From an optimization exercise on the open Yosys and OpenROAD flow, aimed at small area; shortcuts taken in it are not production practice.
At most, simulation tests tie the RTL to the original design; equivalence was not proved.
The flow treats the clock pin as an ideal source. Dropping or thinning the clock tree relies on that and would not hold on a real chip.
Power is estimated from default activity; no workload was simulated.

try-maple:
Design fs32, start of the top module:
module fs32 (
    input  wire        clk,
    input  wire        rst,
    input  wire        req_valid,
    output wire        req_ready,
    input  wire [15:0] req_cmd,
    input  wire [31:0] req_value,
    input  wire [7:0]  req_dist,
    output wire        rsp_valid,
    input  wire        rsp_ready,
    output wire [31:0] rsp_value,
    output wire [1:0]  rsp_err
);
    reg        resp;    
    reg [4:0]  c;       
    reg [31:0] w;       
    wire [5:0] cmd_rsv  = req_cmd[15:10];
    wire       cmd_src  = req_cmd[9];
    wire       cmd_dir  = req_cmd[8];
    wire [7:0] cmd_dist = req_cmd[7:0];
    wire illegal = (cmd_rsv != 6'd0) || (cmd_src && (cmd_dist != 8'd0));
    wire [7:0] d = cmd_dist | (req_dist & {8{cmd_src}});
    wire [4:0] ld = {5{~cmd_dir}};
    wire [5:0] sum = {1'b0, c} + {1'b0, d[4:0] ^ ld} + {5'd0, ~cmd_dir};
    wire       inr = sum[5] ^ cmd_dir;
    wire bit_in = req_value[sum[4:0]] & inr & (d[7:5] == 3'd0) & ~illegal;
    wire last = &c;
    wire run  = req_valid & ~resp & ~rst;
    wire [4:0] inc = c + 5'd1;
    always @(posedge clk) begin
        if (!resp)
            w <= {bit_in, w[31:1]};
    end
    always @(posedge clk) begin
  ...
Size: roughly 110 cells after synthesis, about 38 flip-flops, roughly 96 I/O pins.
==> module fs32, before the edit <==
module fs32 (
    input  wire        clk,
    input  wire        rst,
    input  wire        req_valid,
    output wire        req_ready,
    input  wire [15:0] req_cmd,
    input  wire [31:0] req_value,
    input  wire [7:0]  req_dist,
    output wire        rsp_valid,
    input  wire        rsp_ready,
    output wire [31:0] rsp_value,
    output wire [1:0]  rsp_err
);
    reg        resp;    
    reg [4:0]  c;       
    reg [31:0] w;       
    wire [5:0] cmd_rsv  = req_cmd[15:10];
    wire       cmd_src  = req_cmd[9];
    wire       cmd_dir  = req_cmd[8];
    wire [7:0] cmd_dist = req_cmd[7:0];
    wire illegal = (cmd_rsv != 6'd0) || (cmd_src && (cmd_dist != 8'd0));
    wire [7:0] d = cmd_dist | (req_dist & {8{cmd_src}});
    wire [4:0] ld = {5{~cmd_dir}};
    wire [5:0] sum = {1'b0, c} + {1'b0, d[4:0] ^ ld} + {5'd0, ~cmd_dir};
    wire       inr = sum[5] ^ cmd_dir;
    wire bit_in = req_value[sum[4:0]] & inr & (d[7:5] == 3'd0) & ~illegal;
    wire last = &c;
    wire run  = req_valid & ~resp & ~rst;
    wire [4:0] inc = c + 5'd1;
    always @(posedge clk) begin
        if (!resp)
            w <= {bit_in, w[31:1]};
    end
    always @(posedge clk) begin
        resp    <= ~rst & (resp ? ~rsp_ready : (req_valid & last));
        c[4:1]  <= run ? inc[4:1] : 4'd0;
        c[0]    <= run ? (last ? illegal : ~c[0])
                       : (resp & ~rsp_ready & ~rst & c[0]);
    end
    assign req_ready = last;
    assign rsp_valid = resp;
    assign rsp_value = w;
    assign rsp_err   = c[1:0];
endmodule
==> flow/config.mk <==
export PLATFORM = sky130hd
export DESIGN_NAME = fs32
export DESIGN_NICKNAME = fs32
export VERILOG_FILES = /design/flow/design.v
export SDC_FILE = /design/flow/constraint.sdc
export NUM_CORES = 4
export LEC_CHECK = 0
export CAP_MARGIN = 0
export CORE_MARGIN = 2
export CORE_UTILIZATION = 40
export GPL_TIMING_DRIVEN = 0
export SLEW_MARGIN = 0
==> flow/constraint.sdc <==
create_clock -name core_clock -period 4.0 [get_ports {clk}]
set_input_delay 0.8000 -clock core_clock [delete_from_list [all_inputs] [get_ports {clk}]]
set_output_delay 0.8000 -clock core_clock [all_outputs]
set_load 0.01 [all_outputs]
standard.sh (not shown) runs the stock make flow with config.mk's settings and CLKGATE_MAP_FILE= SYNTH_SCRIPT=/design/flow/synth_recipe.tcl, a recipe that flattens the netlist after the stock synthesis.
==> flow/flow/run.sh <==
#!/bin/bash
# The standard layout (standard.sh) with these changes:
#  - synthesis maps the logic with an area-oriented ABC script
#    (flow/abc_area.script) and leaves adders to ABC instead of mapping them
#    to adder cells first; registers are mapped exactly as in the standard
#    synthesis (that happens before ABC);
#  - the port buffers are buf_1, the smallest buffer; placement is not
#    timing-driven (the design has ample slack), and synthesis's buffers
#    are removed before it (flow/pre_place.tcl);
#  - CTS inserts no dummy loads, and flow/clock_tree.tcl then drives the
#    leaf clock buffers from the clock port and sizes them down.
# Each tool's output is in the ORFS logs under orfs/logs; make's output is
# in standard_run.log.
set -e
W=$PWD
rm -rf "$W/scripts_local"
cp -r "$FLOW_HOME/scripts" "$W/scripts_local"
cp "$W/flow/abc_area.script" "$W/scripts_local/abc_speed.script"
export SCRIPTS_DIR=$W/scripts_local
export ADDER_MAP_FILE=
export BUFFER_PORTS_ARGS="-buffer_cell sky130_fd_sc_hd__buf_1"
export CTS_ARGS="-sink_clustering_enable -repair_clock_nets -dont_use_dummy_load"
export POST_CTS_TCL=$W/flow/clock_tree.tcl
export PRE_GLOBAL_PLACE_TCL=$W/flow/pre_place.tcl
bash standard.sh > standard_run.log 2>&1
Other scripts of this flow, unchanged in this note and not shown: flow/flow/abc_area.script, flow/flow/clock_tree.tcl, flow/flow/pre_place.tcl
The following lists how try-zinc was set up differently from try-maple:
-- flow/design.v --
<<< try-maple, line 38
                       : (resp & ~rsp_ready & ~rst & c[0]);
    end
    assign req_ready = last;
    assign rsp_valid = resp;
    assign rsp_value = w;
    assign rsp_err   = c[1:0];
endmodule
>>> try-zinc, line 38
                       : (resp & ~rsp_ready & ~rst & c[0]);
    end
    assign req_ready = ~resp & last;
    assign rsp_valid = resp;
    assign rsp_value = w;
    assign rsp_err   = {1'b0, c[0]};
endmodule
### Flow results
In the reports for try-zinc and try-maple, the smaller number of cells on the critical path belongs to try-zinc. Routed length on met1 went up by a few percent going from try-maple to try-zinc. try-zinc ended with less average footprint of a synthesized cell than try-maple. ~same total cell area at the placement stage in try-zinc and try-maple. As far as tap cell instance count goes, try-maple and try-zinc are indistinguishable; the numbers are identical.
Only the layout flow was run in try-maple; the RTL was not checked for function there.


The RTL this note starts from:
==> flow/design.v <==
module fs32 (
    input  wire        clk,
    input  wire        rst,
    input  wire        req_valid,
    output wire        req_ready,
    input  wire [15:0] req_cmd,
    input  wire [31:0] req_value,
    input  wire [7:0]  req_dist,
    output wire        rsp_valid,
    input  wire        rsp_ready,
    output wire [31:0] rsp_value,
    output wire [1:0]  rsp_err
);
    reg        resp;    
    reg [4:0]  c;       
    reg [31:0] w;       
    wire [5:0] cmd_rsv  = req_cmd[15:10];
    wire       cmd_src  = req_cmd[9];
    wire       cmd_dir  = req_cmd[8];
    wire [7:0] cmd_dist = req_cmd[7:0];
    wire illegal = (cmd_rsv != 6'd0) || (cmd_src && (cmd_dist != 8'd0));
    wire [7:0] d = cmd_dist | (req_dist & {8{cmd_src}});
    wire [4:0] ld = {5{~cmd_dir}};
    wire [5:0] sum = {1'b0, c} + {1'b0, d[4:0] ^ ld} + {5'd0, ~cmd_dir};
    wire       inr = sum[5] ^ cmd_dir;
    wire bit_in = req_value[sum[4:0]] & inr & (d[7:5] == 3'd0) & ~illegal;
    wire last = &c;
    wire run  = req_valid & ~resp & ~rst;
    wire [4:0] inc = c + 5'd1;
    always @(posedge clk) begin
        if (!resp)
            w <= {bit_in, w[31:1]};
    end
    always @(posedge clk) begin
        resp    <= ~rst & (resp ? ~rsp_ready : (req_valid & last));
        c[4:1]  <= run ? inc[4:1] : 4'd0;
        c[0]    <= run ? (last ? illegal : ~c[0])
                       : (resp & ~rsp_ready & ~rst & c[0]);
    end
    assign req_ready = ~resp & last;
    assign rsp_valid = resp;
    assign rsp_value = w;
    assign rsp_err   = {1'b0, c[0]};
endmodule
export LEC_CHECK = 0
export CAP_MARGIN = 20
export CORE_MARGIN = 2
export CORE_UTILIZATION = 40
export SLEW_MARGIN = 20
create_clock -name core_clock -period 4.0 [get_ports {clk}]
==> flow/flow/run.sh <==
#!/bin/bash
# The standard layout (standard.sh) with these changes:
#  - synthesis maps the logic with an area-oriented ABC script
#    (flow/abc_area.script) and leaves adders to ABC instead of mapping them
#    to adder cells first; registers are mapped exactly as in the standard
#    synthesis (that happens before ABC);
#  - the port buffers are buf_1, the smallest buffer;
#  - CTS inserts no dummy loads, and flow/clock_tree.tcl then drives the
#    leaf clock buffers from the clock port and sizes them down.
# Each tool's output is in the ORFS logs under orfs/logs; make's output is
# in standard_run.log.
set -e
W=$PWD
rm -rf "$W/scripts_local"
cp -r "$FLOW_HOME/scripts" "$W/scripts_local"
cp "$W/flow/abc_area.script" "$W/scripts_local/abc_speed.script"
export SCRIPTS_DIR=$W/scripts_local
export ADDER_MAP_FILE=
export BUFFER_PORTS_ARGS="-buffer_cell sky130_fd_sc_hd__buf_1"
export CTS_ARGS="-sink_clustering_enable -repair_clock_nets -dont_use_dummy_load"
export POST_CTS_TCL=$W/flow/clock_tree.tcl
bash standard.sh > standard_run.log 2>&1
Other scripts of this flow, unchanged in this note and not shown: flow/flow/abc_area.script, flow/flow/clock_tree.tcl
The first run finished clean.
==> next run, changes <==
--- a/flow/design.v
+++ b/flow/design.v
@@ -23,20 +23,32 @@
     wire [4:0] ld = {5{~cmd_dir}};
     wire [5:0] sum = {1'b0, c} + {1'b0, d[4:0] ^ ld} + {5'd0, ~cmd_dir};
     wire       inr = sum[5] ^ cmd_dir;
     wire bit_in = req_value[sum[4:0]] & inr & (d[7:5] == 3'd0) & ~illegal;
-    wire last = &c;
-    wire run  = req_valid & ~resp & ~rst;
-    wire [4:0] inc = c + 5'd1;
+    wire last = (c == 5'd31);
     always @(posedge clk) begin
         if (!resp)
             w <= {bit_in, w[31:1]};
     end
     always @(posedge clk) begin
-        resp    <= ~rst & (resp ? ~rsp_ready : (req_valid & last));
-        c[4:1]  <= run ? inc[4:1] : 4'd0;
-        c[0]    <= run ? (last ? illegal : ~c[0])
-                       : (resp & ~rsp_ready & ~rst & c[0]);
+        if (rst) begin
+            resp <= 1'b0;
+            c    <= 5'd0;
+        end else if (resp) begin
+            if (rsp_ready) begin
+                resp <= 1'b0;
+                c    <= 5'd0;
+            end
+        end else if (req_valid) begin
+            if (last) begin
+                resp <= 1'b1;
+                c    <= {4'd0, illegal};
+            end else begin
+                c    <= c + 5'd1;
+            end
+        end else begin
+            c <= 5'd0;
+        end
     end
     assign req_ready = ~resp & last;
     assign rsp_valid = resp;
     assign rsp_value = w;
The new run produced a clean layout.
Global-route usage went down by 2.1 points.
Combinational power shrinks by about 8%.
Sequential share of layout area goes down by 0.66 points.
Clock power barely changes.
Worst setup slack loses 0.12 ns.
Critical path depth came out lower by 1.
Total power drops by 1.9%.

static timing again, ports no longer ideal:
In the flow no input, the clock included, has a driving cell. The finished layouts below were timed again as built, in two steps.
Step 1 assumes that a clkbuf_16 drives the clock port and a buf_2 every other input.
Step 2 also shifts input and output timing later by t, the mid clock arrival at the registers, as if the neighbouring blocks saw the same clock.
Slacks: no drivers / after step 1 / after step 2; pairs: no drivers / after step 1.
run | t, ns | setup slack, ns | worst slew at a driven data input, ns
try-maple | 0.200 | 0.465 / 0.483 / 0.284 | 0.03
try-zinc | 0.198 | 0.388 / 0.405 / 0.207 | 0.05
the first run of note 2 | 0.196 | 0.705 / 0.725 / 0.529 | 0.04
the second run of note 2 | 0.190 | 0.583 / 0.599 / 0.410 | 0.04
After both steps every run listed still meets setup and hold.
